This is an optimization exercise on Yosys and OpenROAD, whose aim is small area, not a production implementation. The RTL was checked by simulation tests, not by an equivalence proof against the original design. The flow treats the clock pin as an ideal source, which a real chip does not have. Power figures rest on the tool's default switching activity, not on a simulated workload.

== the baseline ==
==> module pi6502_orch, before the edit <==
module pi6502_orch (
    input  wire        clk,
    input  wire        rst,           
    output wire        cpu_clk,
    output wire        cpu_rst,       
    input  wire        cpu_rw,        
    input  wire [15:0] cpu_addr,
    input  wire [7:0]  cpu_din,       
    output wire [7:0]  cpu_dout,      
    output wire        cpu_doe,       
    output wire        mem_en,
    output wire        mem_we,
    output wire [15:0] mem_addr,
    output wire [7:0]  mem_wdata,
    input  wire [7:0]  mem_rdata,
    output wire        key_poll,
    input  wire        key_valid,
    input  wire [7:0]  key_code,
    output wire        con_valid,
    output wire [1:0]  con_kind,      
    output wire [6:0]  con_char,
    output wire        rej_valid,
    output wire [15:0] rej_addr,
    output wire [7:0]  rej_data
);
    reg  [10:0] c;       
    reg         bus;     
    reg         f;       
    wire ends   = c[7] & c[6] & c[2] & c[1] & c[0];
    wire poll   = bus & ends;                                    
    wire seqend = ends & c[10] & c[9] & c[8] & c[3];             
    wire use_cpu = bus & c[1] & ~c[0];                           
    wire is_kbd  = (cpu_addr == 16'hD010);
    wire is_dsp  = (cpu_addr == 16'hD012);
    wire is_brom = (cpu_addr[15:8] == 8'hFF);
    wire is_rom  = (cpu_addr[15:12] == 4'hE) || is_brom;
    wire kbd_rd  = cpu_rw & is_kbd;
    wire wr      = ~cpu_rw & use_cpu;
    wire [6:0] dsp_c     = cpu_din[6:0];
    wire       dsp_drop  = (dsp_c == 7'h00) || (dsp_c == 7'h7F) || (dsp_c == 7'h0A);
    wire       dsp_break = (dsp_c == 7'h0D);
    wire key_is_reset = (key_code == 8'h52) || (key_code == 8'h72);
    wire key_lf       = (key_code == 8'h0A);
    wire [6:0] key_norm = key_lf ? 7'h0D : key_code[6:0];
    wire keystore     = poll & key_valid & ~key_is_reset;
    wire notice       = poll & key_valid & key_is_reset;
    assign cpu_clk  = c[0] | (bus & c[1]);
    assign cpu_rst  = ~(c[10] | c[9] | c[8] | (c[7] & c[6] & (c[5] | c[4] | c[3])));   
    assign cpu_doe  = cpu_rw;
    assign cpu_dout = mem_rdata;
    assign mem_en   = 1'b1;
    assign mem_we   = f
                    | (bus & c[0] & (kbd_rd | keystore))
                    | (wr & ~is_rom & ~is_dsp);
    assign mem_addr = use_cpu ? cpu_addr : {14'b1101_0000_0001_00, f & c[0], ~c[1]};
    assign mem_wdata = ({8{use_cpu}} & cpu_din)
                     | ({8{keystore}} & {1'b1, key_norm})
                     | {f & bus, 7'b0};
    assign key_poll  = poll;
    assign con_valid = (wr & is_dsp & ~dsp_drop) | notice;
    assign con_kind  = {c[0], dsp_break & ~c[0]};
    assign con_char  = dsp_c;
    assign rej_valid = wr & is_brom;
    assign rej_addr  = {8'hFF, cpu_addr[7:0]};    
    assign rej_data  = cpu_din;
    always @(posedge clk) begin
        if (rst) begin
            c   <= 11'd0;
            bus <= 1'b0;
            f   <= 1'b1;
        end else begin
            c   <= (poll | seqend) ? 11'd0 : c + 11'd1;
            if (seqend)
                bus <= 1'b1;
            else if (notice)
                bus <= 1'b0;
            f   <= keystore | (f & ~bus & ~c[1]);
        end
    end
endmodule
clock: 5.0 ns
lec_check: 0
cap_margin: 20
core_margin: 2
core_utilization: 25
slew_margin: 20
standard.sh (not shown) runs the stock make flow with config.mk's settings and CLKGATE_MAP_FILE= SYNTH_SCRIPT=/design/flow/synth_recipe.tcl, a recipe that flattens the netlist after the stock synthesis.
==> flow/flow/run.sh <==
#!/bin/bash
# Standard synthesis, its gates re-mapped for area (flip-flops untouched), then
# the standard layout with the smallest buffer cell on the ports and a clock
# tree of one buffer. Each tool writes its full output to a log of its own here.
set -euo pipefail
export BUFFER_PORTS_ARGS="-buffer_cell sky130_fd_sc_hd__buf_1"
export SKIP_REPAIR_TIE_FANOUT=1
export CLKROOT_CELL=sky130_fd_sc_hd__clkbuf_4
export PRE_CTS_TCL="$PWD/flow/clkroot.tcl"
export CTS_ARGS="-clk_nets clk -repair_clock_nets -dont_use_dummy_load"
R=orfs/results/${FLOW_PLATFORM}/pi6502_orch/base
bash standard.sh synth > standard_synth.log 2>&1
cp $R/1_2_yosys.v standard_1_2_yosys.v
REOPT_IN=standard_1_2_yosys.v REOPT_OUT=reopt_1_2_yosys.v yosys -c flow/reopt.tcl > reopt_yosys.log 2>&1
cp reopt_1_2_yosys.v $R/1_2_yosys.v
bash standard.sh > standard_flow.log 2>&1
Other scripts of this flow, unchanged in this note and not shown: flow/flow/abc1.script, flow/flow/abc2.script, flow/flow/abc3.script, flow/flow/abc4.script, flow/flow/abc5.script, flow/flow/abc6.script, flow/flow/abc7.script, flow/flow/clkroot.tcl, flow/flow/dont_use.txt, flow/flow/reopt.tcl
--- input diff the baseline..the candidate ---
==> flow/design.v <==
module pi6502_orch (
    input  wire        clk,
    input  wire        rst,           
    output wire        cpu_clk,
    output wire        cpu_rst,       
    input  wire        cpu_rw,        
    input  wire [15:0] cpu_addr,
    input  wire [7:0]  cpu_din,       
    output wire [7:0]  cpu_dout,      
    output wire        cpu_doe,       
    output wire        mem_en,
    output wire        mem_we,
    output wire [15:0] mem_addr,
    output wire [7:0]  mem_wdata,
    input  wire [7:0]  mem_rdata,
    output wire        key_poll,
    input  wire        key_valid,
    input  wire [7:0]  key_code,
    output wire        con_valid,
    output wire [1:0]  con_kind,      
    output wire [6:0]  con_char,
    output wire        rej_valid,
    output wire [15:0] rej_addr,
    output wire [7:0]  rej_data
);
    reg  [10:0] c;       
    reg         bus;     
    reg         f;       
    wire ends    = c[8] & c[7] & c[3] & c[2] & c[1] & c[0];
    wire poll    = bus & ends;                              
    wire seqend  = ends & c[10] & c[9] & c[6];               
    wire use_cpu = bus & c[2] & c[1] & ~c[0];                
    wire is_kbd  = (cpu_addr == 16'hD010);
    wire is_dsp  = (cpu_addr == 16'hD012);
    wire is_brom = (cpu_addr[15:8] == 8'hFF);
    wire is_rom  = (cpu_addr[15:12] == 4'hE) || is_brom;
    wire kbd_rd  = cpu_rw & is_kbd;
    wire wr      = ~cpu_rw & use_cpu;
    wire [6:0] dsp_c     = cpu_din[6:0];
    wire       dsp_drop  = (dsp_c == 7'h00) || (dsp_c == 7'h7F) || (dsp_c == 7'h0A);
    wire       dsp_break = (dsp_c == 7'h0D);
    wire key_is_reset = (key_code == 8'h52) || (key_code == 8'h72);
    wire key_lf       = (key_code == 8'h0A);
    wire [6:0] key_norm = key_lf ? 7'h0D : key_code[6:0];
    wire keystore     = poll & key_valid & ~key_is_reset;
    wire notice       = poll & key_valid & key_is_reset;
    assign cpu_clk  = bus ? c[2] : c[0];
    assign cpu_rst  = bus | ~(c[10] | c[9] | c[8] | (c[7] & c[6] & (c[5] | c[4] | c[3])));   
    assign cpu_doe  = cpu_rw;
    assign cpu_dout = mem_rdata;
    assign mem_en   = 1'b1;
    assign mem_we   = f
                    | (bus & c[1] & c[0] & (kbd_rd | keystore))
                    | (wr & ~is_rom & ~is_dsp);
    assign mem_addr = use_cpu ? cpu_addr : {14'b1101_0000_0001_00, f & c[0], ~c[2]};
    assign mem_wdata = ({8{use_cpu}} & cpu_din)
                     | ({8{keystore}} & {1'b1, key_norm})
                     | {f & bus, 7'b0};
    assign key_poll  = poll;
    assign con_valid = (wr & is_dsp & ~dsp_drop) | notice;
    assign con_kind  = {c[0], dsp_break & ~c[0]};
    assign con_char  = dsp_c;
    assign rej_valid = wr & is_brom;
    assign rej_addr  = {8'hFF, cpu_addr[7:0]};    
    assign rej_data  = cpu_din;
    always @(posedge clk) begin
        if (rst) begin
            c   <= 11'd0;
            bus <= 1'b0;
            f   <= 1'b1;
        end else begin
            c   <= (poll | seqend) ? 11'd0 : c + 11'd1;
            if (seqend)
                bus <= 1'b1;
            else if (notice)
                bus <= 1'b0;
            f   <= keystore | (f & ~bus & ~(c[2] & c[0]));
        end
    end
endmodule
Results
- Side by side, net count after synthesis turned out higher in the candidate than in the baseline.
- Of the candidate and the baseline, it is the candidate that has the lower core utilization.
- Number of nets in the finished design ends up higher on the candidate.
- Multi-input gate area in the final layout, the baseline and the candidate: larger value in the candidate
- Looking at actual slew at the worst max-slew pin across the baseline and the candidate, the one that comes out higher is the baseline.
- Min minimum clock period across the baseline and the candidate: the baseline
- On signed area change from the synthesized netlist to the final layout, the baseline and the candidate are neck and neck.
- Where final worst-path setup slack is concerned, the baseline is better than the candidate.
- Comparing proportion of total power due to net switching for the baseline and the candidate, the bigger number came from the baseline.
- Compared with the baseline, the candidate shows post-layout instance area that has gone up slightly.
- Share of final-layout standard cells stronger than drive strength 1: the candidate vs the baseline — no meaningful difference
- Compared with the baseline, total leakage power in the candidate decreased by a few percent.
- The candidate vs the baseline on via count of the first global-routing pass: the candidate is the lower one.


Starting RTL as in the previous note.
Settings: LEC_CHECK=0, CAP_MARGIN=20, CORE_MARGIN=2, CORE_UTILIZATION=25, SLEW_MARGIN=20; clock period 5.0 ns.
==> flow/flow/run.sh <==
#!/bin/bash
# Standard synthesis, its gates re-mapped for area (flip-flops untouched), then
# the standard layout with the smallest buffer cell on the ports and a clock
# tree of one buffer. Each tool writes its full output to a log of its own here.
set -euo pipefail
export BUFFER_PORTS_ARGS="-buffer_cell sky130_fd_sc_hd__buf_1"
export SKIP_REPAIR_TIE_FANOUT=1
export CLKROOT_CELL=sky130_fd_sc_hd__buf_4
export PRE_CTS_TCL="$PWD/flow/clkroot.tcl"
export CTS_ARGS="-clk_nets clk -repair_clock_nets -dont_use_dummy_load"
R=orfs/results/${FLOW_PLATFORM}/pi6502_orch/base
bash standard.sh synth > standard_synth.log 2>&1
cp $R/1_2_yosys.v standard_1_2_yosys.v
REOPT_IN=standard_1_2_yosys.v REOPT_OUT=reopt_1_2_yosys.v yosys -c flow/reopt.tcl > reopt_yosys.log 2>&1
cp reopt_1_2_yosys.v $R/1_2_yosys.v
bash standard.sh > standard_flow.log 2>&1
RESULTS=$R openroad -no_init -exit flow/clkslew.tcl > clkslew.log 2>&1
slew=$(awk '/^CLKSLEW/{print $2}' clkslew.log)
if awk -v s="$slew" 'BEGIN{exit !(s == "" || s > 0.115)}'; then
  export CLKROOT_CELL=sky130_fd_sc_hd__clkbuf_8
  bash standard.sh clean_cts clean_route clean_finish > standard_clean.log 2>&1
  bash standard.sh > standard_flow2.log 2>&1
  RESULTS=$R openroad -no_init -exit flow/clkslew.tcl > clkslew2.log 2>&1
fi
Other scripts of this flow, unchanged in this note and not shown: flow/flow/abc1.script, flow/flow/abc2.script, flow/flow/abc3.script, flow/flow/abc4.script, flow/flow/abc5.script, flow/flow/abc6.script, flow/flow/abc7.script, flow/flow/abc8.script, flow/flow/abc9.script, flow/flow/abcA.script, flow/flow/abcB.script, flow/flow/clkroot.tcl, flow/flow/clkslew.tcl, flow/flow/dont_use.txt, flow/flow/reopt.tcl
Edit:
--- a/flow/design.v
+++ b/flow/design.v
@@ -24,14 +24,14 @@
     output wire [7:0]  rej_data
 );
     reg  [10:0] c;       
     reg         bus;     
     reg         f;       
-    wire ends   = c[7] & c[6] & c[2] & c[1] & c[0];
-    wire poll   = bus & ends;                                    
-    wire seqend = ends & c[10] & c[9] & c[8] & c[3];             
-    wire use_cpu = bus & c[1] & ~c[0];                           
+    wire ends    = c[8] & c[7] & c[3] & c[2] & c[1] & c[0];
+    wire poll    = bus & ends;                              
+    wire seqend  = ends & c[10] & c[9] & c[6];               
+    wire use_cpu = bus & c[2] & c[1] & ~c[0];                
     wire is_kbd  = (cpu_addr == 16'hD010);
     wire is_dsp  = (cpu_addr == 16'hD012);
     wire is_brom = (cpu_addr[15:8] == 8'hFF);
     wire is_rom  = (cpu_addr[15:12] == 4'hE) || is_brom;
     wire kbd_rd  = cpu_rw & is_kbd;
@@ -42,19 +42,19 @@
     wire key_is_reset = (key_code == 8'h52) || (key_code == 8'h72);
     wire key_lf       = (key_code == 8'h0A);
     wire [6:0] key_norm = key_lf ? 7'h0D : key_code[6:0];
     wire keystore     = poll & key_valid & ~key_is_reset;
     wire notice       = poll & key_valid & key_is_reset;
-    assign cpu_clk  = c[0] | (bus & c[1]);
-    assign cpu_rst  = ~(c[10] | c[9] | c[8] | (c[7] & c[6] & (c[5] | c[4] | c[3])));   
+    assign cpu_clk  = bus ? c[2] : c[0];
+    assign cpu_rst  = bus | ~(c[10] | c[9] | c[8] | (c[7] & c[6] & (c[5] | c[4] | c[3])));   
     assign cpu_doe  = cpu_rw;
     assign cpu_dout = mem_rdata;
     assign mem_en   = 1'b1;
     assign mem_we   = f
-                    | (bus & c[0] & (kbd_rd | keystore))
+                    | (bus & c[1] & c[0] & (kbd_rd | keystore))
                     | (wr & ~is_rom & ~is_dsp);
-    assign mem_addr = use_cpu ? cpu_addr : {14'b1101_0000_0001_00, f & c[0], ~c[1]};
+    assign mem_addr = use_cpu ? cpu_addr : {14'b1101_0000_0001_00, f & c[0], ~c[2]};
     assign mem_wdata = ({8{use_cpu}} & cpu_din)
                      | ({8{keystore}} & {1'b1, key_norm})
                      | {f & bus, 7'b0};
     assign key_poll  = poll;
     assign con_valid = (wr & is_dsp & ~dsp_drop) | notice;
@@ -72,9 +72,9 @@
             c   <= (poll | seqend) ? 11'd0 : c + 11'd1;
             if (seqend)
                 bus <= 1'b1;
             else if (notice)
                 bus <= 1'b0;
-            f   <= keystore | (f & ~bus & ~c[1]);
+            f   <= keystore | (f & ~bus & ~(c[2] & c[0]));
         end
     end
 endmodule
Outcome: Setup slack loses 0.057 ns; register-to-register slack improved by 0.08 ns; via count falls by about 1.1%; final area rose by 1.4%; first-iteration DRC count fell by about 16%; routed wire length falls by about 5%; power came out lower by 4.5%; utilization falls by 0.96 points; die area goes up by about 1.2%.


pi6502_orch again, from the RTL that the note above started with.
Settings: LEC_CHECK=0, CAP_MARGIN=20, CORE_MARGIN=2, CORE_UTILIZATION=25, SLEW_MARGIN=20; clock period 5.0 ns.
==> flow/flow/run.sh <==
#!/bin/bash
# Standard synthesis, its gates re-mapped for area (flip-flops untouched), then
# the standard layout with the smallest buffer cell on the ports and a clock
# tree of one buffer. Each tool writes its full output to a log of its own here.
set -euo pipefail
export BUFFER_PORTS_ARGS="-buffer_cell sky130_fd_sc_hd__buf_1"
export SKIP_REPAIR_TIE_FANOUT=1
export CLKROOT_CELL=sky130_fd_sc_hd__clkbuf_8
export PRE_CTS_TCL="$PWD/flow/clkroot.tcl"
export CTS_ARGS="-clk_nets clk -repair_clock_nets -dont_use_dummy_load"
R=orfs/results/${FLOW_PLATFORM}/pi6502_orch/base
bash standard.sh synth > standard_synth.log 2>&1
cp $R/1_2_yosys.v standard_1_2_yosys.v
REOPT_IN=standard_1_2_yosys.v REOPT_OUT=reopt_1_2_yosys.v yosys -c flow/reopt.tcl > reopt_yosys.log 2>&1
cp reopt_1_2_yosys.v $R/1_2_yosys.v
bash standard.sh > standard_flow.log 2>&1
Other scripts of this flow, unchanged in this note and not shown: flow/flow/abc_area.script, flow/flow/clkroot.tcl, flow/flow/dont_use.txt, flow/flow/reopt.tcl
Edit:
--- a/flow/design.v
+++ b/flow/design.v
@@ -75,5 +75,5 @@
             else if (notice)
                 bus <= 1'b0;
-            f   <= keystore | (f & ~bus & ~c[1]);
+            f   <= keystore | (f & ~bus & ~(c[1] & c[0]));
         end
     end
The changed run finished clean.
Cell area came out lower slightly.
Core utilization climbs by 1.0 points.
Die area drops slightly.
Final cell count came out lower by a few percent.
Total power decreases slightly.
Area after synthesis shrinks slightly.
Worst setup slack gets worse by 53 ps.
Via count came out higher slightly.
Wire length climbs by roughly a tenth.


== main ==
Starting RTL as in the previous note.
Design pi6502_orch, start of the top module:
module pi6502_orch (
    input  wire        clk,
    input  wire        rst,           
    output wire        cpu_clk,
    output wire        cpu_rst,       
    input  wire        cpu_rw,        
    input  wire [15:0] cpu_addr,
    input  wire [7:0]  cpu_din,       
    output wire [7:0]  cpu_dout,      
    output wire        cpu_doe,       
    output wire        mem_en,
    output wire        mem_we,
    output wire [15:0] mem_addr,
    output wire [7:0]  mem_wdata,
    input  wire [7:0]  mem_rdata,
    output wire        key_poll,
    input  wire        key_valid,
    input  wire [7:0]  key_code,
    output wire        con_valid,
    output wire [1:0]  con_kind,      
    output wire [6:0]  con_char,
    output wire        rej_valid,
    output wire [15:0] rej_addr,
    output wire [7:0]  rej_data
);
Settings: LEC_CHECK=0, CAP_MARGIN=0, CORE_MARGIN=2, CORE_UTILIZATION=25, SLEW_MARGIN=0; clock period 5.0 ns.
==> flow/flow/run.sh <==
#!/bin/bash
# Standard synthesis, its gates re-mapped for area (flip-flops untouched), then
# the standard layout with the smallest buffer cell on the ports and a clock
# tree of one buffer. Each tool writes its full output to a log of its own here.
set -euo pipefail
export BUFFER_PORTS_ARGS="-buffer_cell sky130_fd_sc_hd__buf_1"
export SKIP_REPAIR_TIE_FANOUT=1
export CLKROOT_CELL=sky130_fd_sc_hd__buf_4
export PRE_CTS_TCL="$PWD/flow/clkroot.tcl"
export CTS_ARGS="-clk_nets clk -repair_clock_nets -dont_use_dummy_load"
R=orfs/results/${FLOW_PLATFORM}/pi6502_orch/base
bash standard.sh synth > standard_synth.log 2>&1
cp $R/1_2_yosys.v standard_1_2_yosys.v
REOPT_IN=standard_1_2_yosys.v REOPT_OUT=reopt_1_2_yosys.v yosys -c flow/reopt.tcl > reopt_yosys.log 2>&1
cp reopt_1_2_yosys.v $R/1_2_yosys.v
bash standard.sh > standard_flow.log 2>&1
RESULTS=$R openroad -no_init -exit flow/clkslew.tcl > clkslew.log 2>&1
slew=$(awk '/^CLKSLEW/{print $2}' clkslew.log)
if awk -v s="$slew" 'BEGIN{exit !(s == "" || s > 0.115)}'; then
  export CLKROOT_CELL=sky130_fd_sc_hd__clkbuf_8
  bash standard.sh clean_cts clean_route clean_finish > standard_clean.log 2>&1
  bash standard.sh > standard_flow2.log 2>&1
  RESULTS=$R openroad -no_init -exit flow/clkslew.tcl > clkslew2.log 2>&1
fi
Other scripts of this flow, unchanged in this note and not shown: flow/flow/abc1.script, flow/flow/abc2.script, flow/flow/abc3.script, flow/flow/abc4.script, flow/flow/abc5.script, flow/flow/abc6.script, flow/flow/abc7.script, flow/flow/abc8.script, flow/flow/abc9.script, flow/flow/abcA.script, flow/flow/abcB.script, flow/flow/clkroot.tcl, flow/flow/clkslew.tcl, flow/flow/dont_use.txt, flow/flow/reopt.tcl
main: all stages complete, timing, DRC and antenna checks passed
The following lists how the feature branch was set up differently from main:
-- flow/design.v --
<<< main, line 27
    reg         bus;     
    reg         f;       
    wire ends   = c[7] & c[6] & c[2] & c[1] & c[0];
    wire poll   = bus & ends;                                    
    wire seqend = ends & c[10] & c[9] & c[8] & c[3];             
    wire use_cpu = bus & c[1] & ~c[0];                           
    wire is_kbd  = (cpu_addr == 16'hD010);
    wire is_dsp  = (cpu_addr == 16'hD012);
>>> the feature branch, line 27
    reg         bus;     
    reg         f;       
    wire ends    = c[8] & c[7] & c[3] & c[2] & c[1] & c[0];
    wire poll    = bus & ends;                              
    wire seqend  = ends & c[10] & c[9] & c[6];               
    wire use_cpu = bus & c[2] & c[1] & ~c[0];                
    wire is_kbd  = (cpu_addr == 16'hD010);
    wire is_dsp  = (cpu_addr == 16'hD012);
<<< main, line 45
    wire keystore     = poll & key_valid & ~key_is_reset;
    wire notice       = poll & key_valid & key_is_reset;
    assign cpu_clk  = c[0] | (bus & c[1]);
    assign cpu_rst  = ~(c[10] | c[9] | c[8] | (c[7] & c[6] & (c[5] | c[4] | c[3])));   
    assign cpu_doe  = cpu_rw;
    assign cpu_dout = mem_rdata;
    assign mem_en   = 1'b1;
    assign mem_we   = f
                    | (bus & c[0] & (kbd_rd | keystore))
                    | (wr & ~is_rom & ~is_dsp);
    assign mem_addr = use_cpu ? cpu_addr : {14'b1101_0000_0001_00, f & c[0], ~c[1]};
    assign mem_wdata = ({8{use_cpu}} & cpu_din)
                     | ({8{keystore}} & {1'b1, key_norm})
>>> the feature branch, line 45
    wire keystore     = poll & key_valid & ~key_is_reset;
    wire notice       = poll & key_valid & key_is_reset;
    assign cpu_clk  = bus ? c[2] : c[0];
    assign cpu_rst  = bus | ~(c[10] | c[9] | c[8] | (c[7] & c[6] & (c[5] | c[4] | c[3])));   
    assign cpu_doe  = cpu_rw;
    assign cpu_dout = mem_rdata;
    assign mem_en   = 1'b1;
    assign mem_we   = f
                    | (bus & c[1] & c[0] & (kbd_rd | keystore))
                    | (wr & ~is_rom & ~is_dsp);
    assign mem_addr = use_cpu ? cpu_addr : {14'b1101_0000_0001_00, f & c[0], ~c[2]};
    assign mem_wdata = ({8{use_cpu}} & cpu_din)
                     | ({8{keystore}} & {1'b1, key_norm})
<<< main, line 75
            else if (notice)
                bus <= 1'b0;
            f   <= keystore | (f & ~bus & ~c[1]);
        end
    end
>>> the feature branch, line 75
            else if (notice)
                bus <= 1'b0;
            f   <= keystore | (f & ~bus & ~c[2]);
        end
    end
### Flow results
Taking main as the reference point, the count of inverters other than clock inverters in the layout of the feature branch falls by 1. For worst hold margin, the feature branch and main come out practically identical. Taking main as the reference, in the feature branch HPWL after detailed placement now smaller; synthesized cell count rose by 1; via count rose by 10. The feature branch vs. main: die span in y went up by about 0.35%. Going from main to the feature branch, met2 wirelength from detailed routing moved down; clock-pin slew reported for the worst setup and hold paths after clock tree synthesis level; net count after synthesis moved up; multi-input gate area in the final layout moved up; wire length after detailed routing moved down. [compare] base=main new=the feature branch: fraction of power spent switching nets went down, power has decreased. Ratio of final minimum period to clock period | the feature branch above main.

[port drivers added, routing unchanged]
In the flow no input, the clock included, has a driving cell. The finished layouts below were timed again as built, in two steps.
Step 1: set_driving_cell puts a clkbuf_16 on clk and a buf_2 on each other input, an assumption about the parent block.
Step 2 moves the port delays by t, midway between the first and last clock arrival at a register: inputs arrive t later, outputs are due t later. That takes back most of the time a late clock gives input paths.
Slacks: ideal ports / drivers / drivers and shift; pairs: ideal ports / drivers.
| run | shift t [ns] | slack for setup (ns) | worst setup path at the end | worst slew at a driven data input, ns | pins driven straight from the clock port |
|---|---|---|---|---|---|
| the baseline | 0.195 | 1.480 / 1.463 / 1.592 | input to output | 0.06 | 1 |
| the candidate | 0.193 | 1.149 / 1.126 / 1.319 | register to output | 0.06 | 1 |
| the first run of note 2 | 0.164 | 1.518 / 1.500 / 1.592 | input to output | 0.06 | 1 |
| the second run of note 2 | 0.159 | 1.461 / 1.441 / 1.499 | input to output | 0.07 | 1 |
| the first run of note 3 | 0.168 | 1.612 / 1.590 / 1.590 | input to output | 0.06 | 1 |
| the second run of note 3 | 0.166 | 1.559 / 1.536 / 1.610 | input to output | 0.07 | 1 |
| main | 0.164 | 1.523 / 1.505 / 1.593 | input to output | 0.06 | 1 |
| the feature branch | 0.166 | 1.503 / 1.483 / 1.648 | register to output | 0.06 | 1 |
After both steps setup and hold are still met in every run listed. The setup slack of the first run of note 3, which loses most, moves by -0.022 ns with the drivers and by -0.022 ns with both steps.
